What follows belongs to an exercise in optimizing a design on an open flow for small area, a short achievable clock period and few clock cycles; a production flow would make more cautious choices.
Function was checked by simulation only, so behaviour that the tests miss may differ from the original.
No activity file was given, so power comes from the tool's default toggle rates.

===== flow/config.mk =====
export PLATFORM = sky130hd
export DESIGN_NAME = eddy_urlenc
export DESIGN_NICKNAME = eddy_urlenc
export VERILOG_FILES = /design/flow/design.v
export SDC_FILE = /design/flow/constraint.sdc
export NUM_CORES = 4
export LEC_CHECK = 0
export CAP_MARGIN = 20
export CORE_MARGIN = 2
export CORE_UTILIZATION = 20
export SLEW_MARGIN = 20

===== flow/constraint.sdc =====
create_clock -name core_clock -period 10.0 [get_ports {clk}]
set_input_delay 2.0000 -clock core_clock [delete_from_list [all_inputs] [get_ports {clk}]]
set_output_delay 2.0000 -clock core_clock [all_outputs]
set_load 0.01 [all_outputs]

===== flow/design.v =====
module eddy_urlenc (
    input  wire          clk,
    input  wire          rst,            
    input  wire          start,
    input  wire [6:0]    in_len,         
    input  wire [1015:0] txt_in,         
    output wire          busy,
    output reg           done,
    output reg           err,
    output reg  [2:0]    err_code,
    output reg  [4:0]    out_len,        
    output reg  [135:0]  out_buf         
);
    localparam [2:0] E_INVALID_ARG = 3'd1,
                     E_LENGTH      = 3'd4,
                     E_SCHEME      = 3'd5;
    localparam [1:0] S_IDLE = 2'd0,
                     S_PFX  = 2'd1,
                     S_SYM  = 2'd2;
    reg [1:0] state;
    reg [6:0] i;           
    reg [4:0] o;           
    assign busy = (state != S_IDLE);
    function [2:0] sfx_len(input [3:0] code);
        case (code)
            4'd4:  sfx_len = 3'd6;
            4'd11: sfx_len = 3'd5;
            default: sfx_len = (code < 4'd7) ? 3'd5 : 3'd4;
        endcase
    endfunction
    function [47:0] sfx_str(input [3:0] code);
        reg [47:0] s;
        begin
            case ((code < 4'd7) ? code : code - 4'd7)
                4'd0: s = {8'h00, "/moc."};
                4'd1: s = {8'h00, "/gro."};
                4'd2: s = {8'h00, "/ude."};
                4'd3: s = {8'h00, "/ten."};
                4'd4: s = "/ofni.";
                4'd5: s = {8'h00, "/zib."};
                default: s = {8'h00, "/vog."};
            endcase
            sfx_str = s;
        end
    endfunction
    wire [95:0] head = txt_in[95:0];
    wire m_https_www = (in_len >= 7'd12) && (head[95:0] == {".www//:sptth"});
    wire m_http_www  = (in_len >= 7'd11) && (head[87:0] == {".www//:ptth"});
    wire m_https     = (in_len >= 7'd8)  && (head[63:0] == {"//:sptth"});
    wire m_http      = (in_len >= 7'd7)  && (head[55:0] == {"//:ptth"});
    wire [1063:0] ext = {48'd0, txt_in};
    wire [47:0]   win = ext[8*i +: 48];
    wire [7:0]    c0  = win[7:0];
    reg        hit;
    reg [3:0]  hit_code;
    reg [2:0]  L;
    reg [47:0] s;
    reg        ok;
    integer    e, q;
    always @(*) begin
        hit = 1'b0;
        hit_code = 4'd0;
        for (e = 13; e >= 0; e = e - 1) begin
            L = sfx_len(e[3:0]);
            s = sfx_str(e[3:0]);
            ok = ({1'b0, i} + {5'd0, L} <= {1'b0, in_len});
            for (q = 0; q < 6; q = q + 1)
                if (q < L && win[8*q +: 8] != s[8*q +: 8]) ok = 1'b0;
            if (ok) begin
                hit = 1'b1;
                hit_code = e[3:0];
            end
        end
    end
    task clear_results;
        begin
            err      <= 1'b0;
            err_code <= 3'd0;
            out_len  <= 5'd0;
            out_buf  <= 136'd0;
        end
    endtask
    task fail(input [2:0] code);
        begin
            clear_results;
            err      <= 1'b1;
            err_code <= code;
            done     <= 1'b1;
            state    <= S_IDLE;
        end
    endtask
    always @(posedge clk) begin
        if (rst) begin
            state <= S_IDLE;
            done  <= 1'b0;
            i     <= 7'd0;
            o     <= 5'd0;
            clear_results;
        end else begin
            done <= 1'b0;
            case (state)
                S_IDLE: begin
                    if (start) begin
                        clear_results;
                        state <= S_PFX;
                    end
                end
                S_PFX: begin
                    o <= 5'd0;
                    if (in_len == 7'd0) fail(E_INVALID_ARG);
                    else if (m_https_www) begin out_buf[7:0] <= 8'd1; i <= 7'd12; state <= S_SYM; end
                    else if (m_http_www)  begin out_buf[7:0] <= 8'd0; i <= 7'd11; state <= S_SYM; end
                    else if (m_https)     begin out_buf[7:0] <= 8'd3; i <= 7'd8;  state <= S_SYM; end
                    else if (m_http)      begin out_buf[7:0] <= 8'd2; i <= 7'd7;  state <= S_SYM; end
                    else fail(E_SCHEME);
                end
                S_SYM: begin
                    if (i >= in_len) begin
                        out_len <= o + 5'd1;
                        done    <= 1'b1;
                        state   <= S_IDLE;
                    end else if (!hit && c0 < 8'd14) begin
                        fail(E_INVALID_ARG);
                    end else if (o == 5'd16) begin
                        fail(E_LENGTH);
                    end else begin
                        out_buf[8*(o + 5'd1) +: 8] <= hit ? {4'd0, hit_code} : c0;
                        o <= o + 5'd1;
                        i <= i + (hit ? {4'd0, sfx_len(hit_code)} : 7'd1);
                    end
                end
                default: state <= S_IDLE;
            endcase
        end
    end
endmodule

===== flow/run.sh =====
#!/bin/bash
# synth_recipe.tcl (not shown) runs the flow's synth.tcl, then flattens the netlist and writes it again
# the make line also repeats each setting of config.mk as NAME=value (left out here)
make -C /OpenROAD-flow-scripts/flow DESIGN_CONFIG=/design/flow/config.mk WORK_HOME=/design/flow/orfs CLKGATE_MAP_FILE= SYNTH_SCRIPT=/design/flow/synth_recipe.tcl finish

==> notes.md <==
state kept, by name, summed over array words and instances (netlist names):
register  cells
state         2
out_len       5
done          1
err_code      2
i             7
out_buf     136
o             5
err           1
layer usage:
layer  part of all wire, %  vias to the layer above  global-route usage (%)
met1                    36                    30000                   41.32
met5                  0.15                        -                 0.01984
met2                    43                     6003                   54.13
li1                      -                    21890                       -
met4                   8.7                      106                   23.83
met3                    12                     1494                   12.45
Yosys cell counts, types with 84 or more instances:
cell type  instances
buf_4             94
nand2_1          386
mux2_2           106
a22oi_1          211
nor2_1           285
dfxtp_1          159
o22ai_1           84
nor3_1            85
o21ai_0          134
clkbuf_1         122
a21oi_1          172
mux4_2           668
buf_6             97
buf_2            121
nand3_1          161
mux2i_1          502
final cells by class:
class,instances,area share (%)
Antenna cell,89,0.3578
Inverter,63,0.3960
Tap cell,3150,6.332
Multi-Input combinational cell,4044,64.53
Sequential cell,159,5.148
Clock inverter,15,0.3096
Clock buffer,17,0.6835
Timing Repair Buffer,1409,22.25
tightest hold or removal path, stage by stage (launching register included):
cell	delay (ps)
dfxtp_1	310
nand2_1	50
o21ai_1	50
per-stage QoR:
| stage | area [sq um] | worst slack [ps] | total power (uW) | instances | hold WS (ps) |
|---|---|---|---|---|---|
| global route | 62110 | 1281 | 4866 | 8894 | 466.6 |
| global placement | 61360 | 957.0 | 3993 | 8824 | 436.1 |
| floorplan | 47460 | 3681 | 2436 | 4785 | 470.1 |
| CTS | 62010 | 1773 | 4683 | 8857 | 450.6 |
| detailed placement | 61390 | 1320 | 3993 | 8825 | 440.0 |
| finish | 62240 | 1441 | 4823 | 8946 | 449.3 |
path summary, 6_finish.rpt:
check                                start  depth (start not counted)                       end
setup / recovery               txt_in[351]                         22         i[2]$_SDFFE_PP0P_
hold / removal    out_buf[97]$_SDFFE_PP0P_                          2  out_buf[97]$_SDFFE_PP0P_
setup reg to reg         i[0]$_SDFFE_PP0P_                         23         i[2]$_SDFFE_PP0P_
hold reg to reg   out_buf[97]$_SDFFE_PP0P_                          2  out_buf[97]$_SDFFE_PP0P_
power by group through the flow:
stage | clock network, uW | registers, uW | logic, uW
after floorplan | 0 | 651 | 1780
after global placement | 0 | 671 | 3320
after detailed placement | 0 | 671 | 3320
after CTS | 688 | 657 | 3340
after global routing | 712 | 656 | 3500
final | 678 | 657 | 3490
kinds of logic after synthesis:
group	Yosys count	synth area share, %
adder cells (fa/ha/maj)	45	1.202
buffers and inverters	582	9.122
multiplexers	1344	48.51
flip-flops	159	6.707
XOR/XNOR	20	0.3691
other	1	0.007902
AND/OR/NAND/NOR	1409	15.20
AO/OA/AOI/OAI	1225	18.88
==> flow_metrics.py <==
metrics = {
    "run_status": {
        "outcome": "complete, no violations",
    },
    "floorplan": {
        "core-area_sq_um": 235600,
        "io_pins": 1173,
        "die_x_um": 491.1,
        "initial_core_util_pct": 20.14,
        "rows": 178,
        "die_h_um": 491.1,
        "die_area_sq_um": 241200,
    },
    "synth": {
        "syn_area_sq_um": 47460,
        "synthArstFlopShare_pct": 0,
        "synth_area_leader_cell": "mux4_2",
        "synth_edf_count": 0,
        "synth-seq-cells": 159,
        "netlist_instances": 4785,
        "synth_area_leaders": "mux4_2, mux2i_1, dfxtp_1",
        "synth.distinct_cells": 136,
        "ys_seq_area_share_pct": 6.707,
        "synth_fp_nets": 5856,
        "synthFlopType": "dfxtp_1",
        "synth_top_area_share_pct": 31.70,
        "syn_avg_cell_area_sq_um": 9.918,
        "yosysWarningCount": 1,
    },
    "power": {
        "switching_share_pct": 49.95,
        "seq_power_share_pct": 13.6,
        "p_leak_uw": 0.01937,
        "power_density_nw_per_um2": 77.49,
        "power_frac_clock_pct": 14.1,
        "irDropWorstVdd_mv": 0.1572,
        "internal-power_uw": 2414,
        "p_comb_share_pct": 72.3,
        "power_switching_uw": 2409,
    },
    "timing": {
        "worst_pin_slew_ps": 1300,
        "post-route-min-period_ps": 8559,
        "fmax_ghz": 0.1168,
        "grt_setup_unrepaired": "no",
        "max-slew-margin-rel_pct": 12.39,
        "final-hold-violation-count": 0,
        "fin_skew_ps": 11.53,
        "finalCritPeriodShare_pct": 85.59,
        "slew_viol_final": 0,
        "finalSetupViolCount": 0,
        "finalSetupTns_ps": 0,
    },
    "clock_network": {
        "cts_buffers": 17,
        "clk_pin_slew_ps": 80,
        "hold_buffers": 0,
        "clockRootBuffer": "clkbuf_16",
        "clockBufferDepth": 2,
        "cts_resized": 0,
        "cts_htree_levels": 4,
        "cts_tree": "done",
        "postCtsSetupBuffers": 0,
        "clk_latency_ps": 440,
        "clock-sinks": 159,
    },
    "worst_setup_path": {
        "cp.arrival_ps": 8860,
        "slowest_delay_ps": 1020,
        "cp_top_family": "compound AO/OA/AOI/OAI gates",
        "end_kind": "flop",
        "crit_chain": "clkdlybuf4s50_1 > mux4_1 > mux2i_1 > o32ai_1 > a311o_1 > nor4_1 > o2111ai_1 > nor3_1 > and4_1 > and2_1 > a22oi_1 > a21boi_0 > o21ai_1 > mux2_2 > nand3_1 > ha_1 > fa_1 > xor2_1 > o21ai_0 > nor2_1 > a21oi_1 > nor2_1",
        "cp-start-kind": "input port",
        "r2r_slack_ps": 1600,
        "critPathBufInv": 1,
        "critPathMostFrequentCell": "nor2_1",
        "worstSetupPathType": "in2reg",
        "crit_fanout": 8,
        "crit_required_ps": 10300,
        "cpMaxStageDelayCell": "mux4_1",
    },
    "global_routing": {
        "antenna_found_initial": 185,
        "grt_max_degree": 132,
        "grt_pass1_vias": 55880,
        "grt-ovfl-total": 0,
        "grt_pass1_wl_mm": 575.3,
        "grt_usage_pct": 35.31,
    },
    "routing": {
        "via_per_inst": 6.649,
        "drt_first_pass_iters": 9,
        "vias": 59480,
        "drc": 0,
        "drt_iter0_markers": 10300,
        "wl_per_cell_um": 50.06,
        "routed_wl_mm": 447.8,
        "antenna_left": 0,
    },
    "run": {
        "cap_violations": 0,
    },
    "final_layout": {
        "area_growth_pct": 31.15,
        "final_util_pct": 26.42,
        "fillerInstances": 25240,
        "mostFrequentLayoutCells": "clkdlybuf4s50_1, mux4_2, mux2i_1",
        "nets": 6765,
        "multi_input_area_sq_um": 40160,
        "seq_area_sq_um": 3204,
        "drive_gt1_share_pct": 20.89,
        "layout_commonest_cell": "clkdlybuf4s50_1",
    },
    "hold_path": {
        "worstHoldPathType": "reg2reg",
    },
    "place": {
        "port_buffers": 1171,
        "dpl.hpwl_mm": 364.4,
        "place.gp.congestion": 1.077,
    },
}
Testbench counts, summed over its fixed seeds: cycles 18,382.

[what the ideal ports hide]
No port has a modelled driver above. Below, the same layout with a new extraction and two added sets of constraints.
Step 1 assumes that a clkbuf_16 drives the clock port and a buf_2 every other input.
Step 2, shift: input delay + t, output delay - t, t = (earliest + latest rising clock arrival at the registers) / 2. This alone moves slack from input paths to output paths.
Three values: ideal, step 1, step 2; two values: the first two.
shift t [ns]: 0.474
setup slack, ns: 1.441 / 1.459 / 0.985
latest minus earliest clock arrival (ns): 0.013 / 0.013
slew at the worst register clock pin (ns): 0.08 / 0.08
After both steps this run still meets setup and hold. The setup slack of this run moves by +0.018 ns with the drivers and by -0.456 ns with both steps.
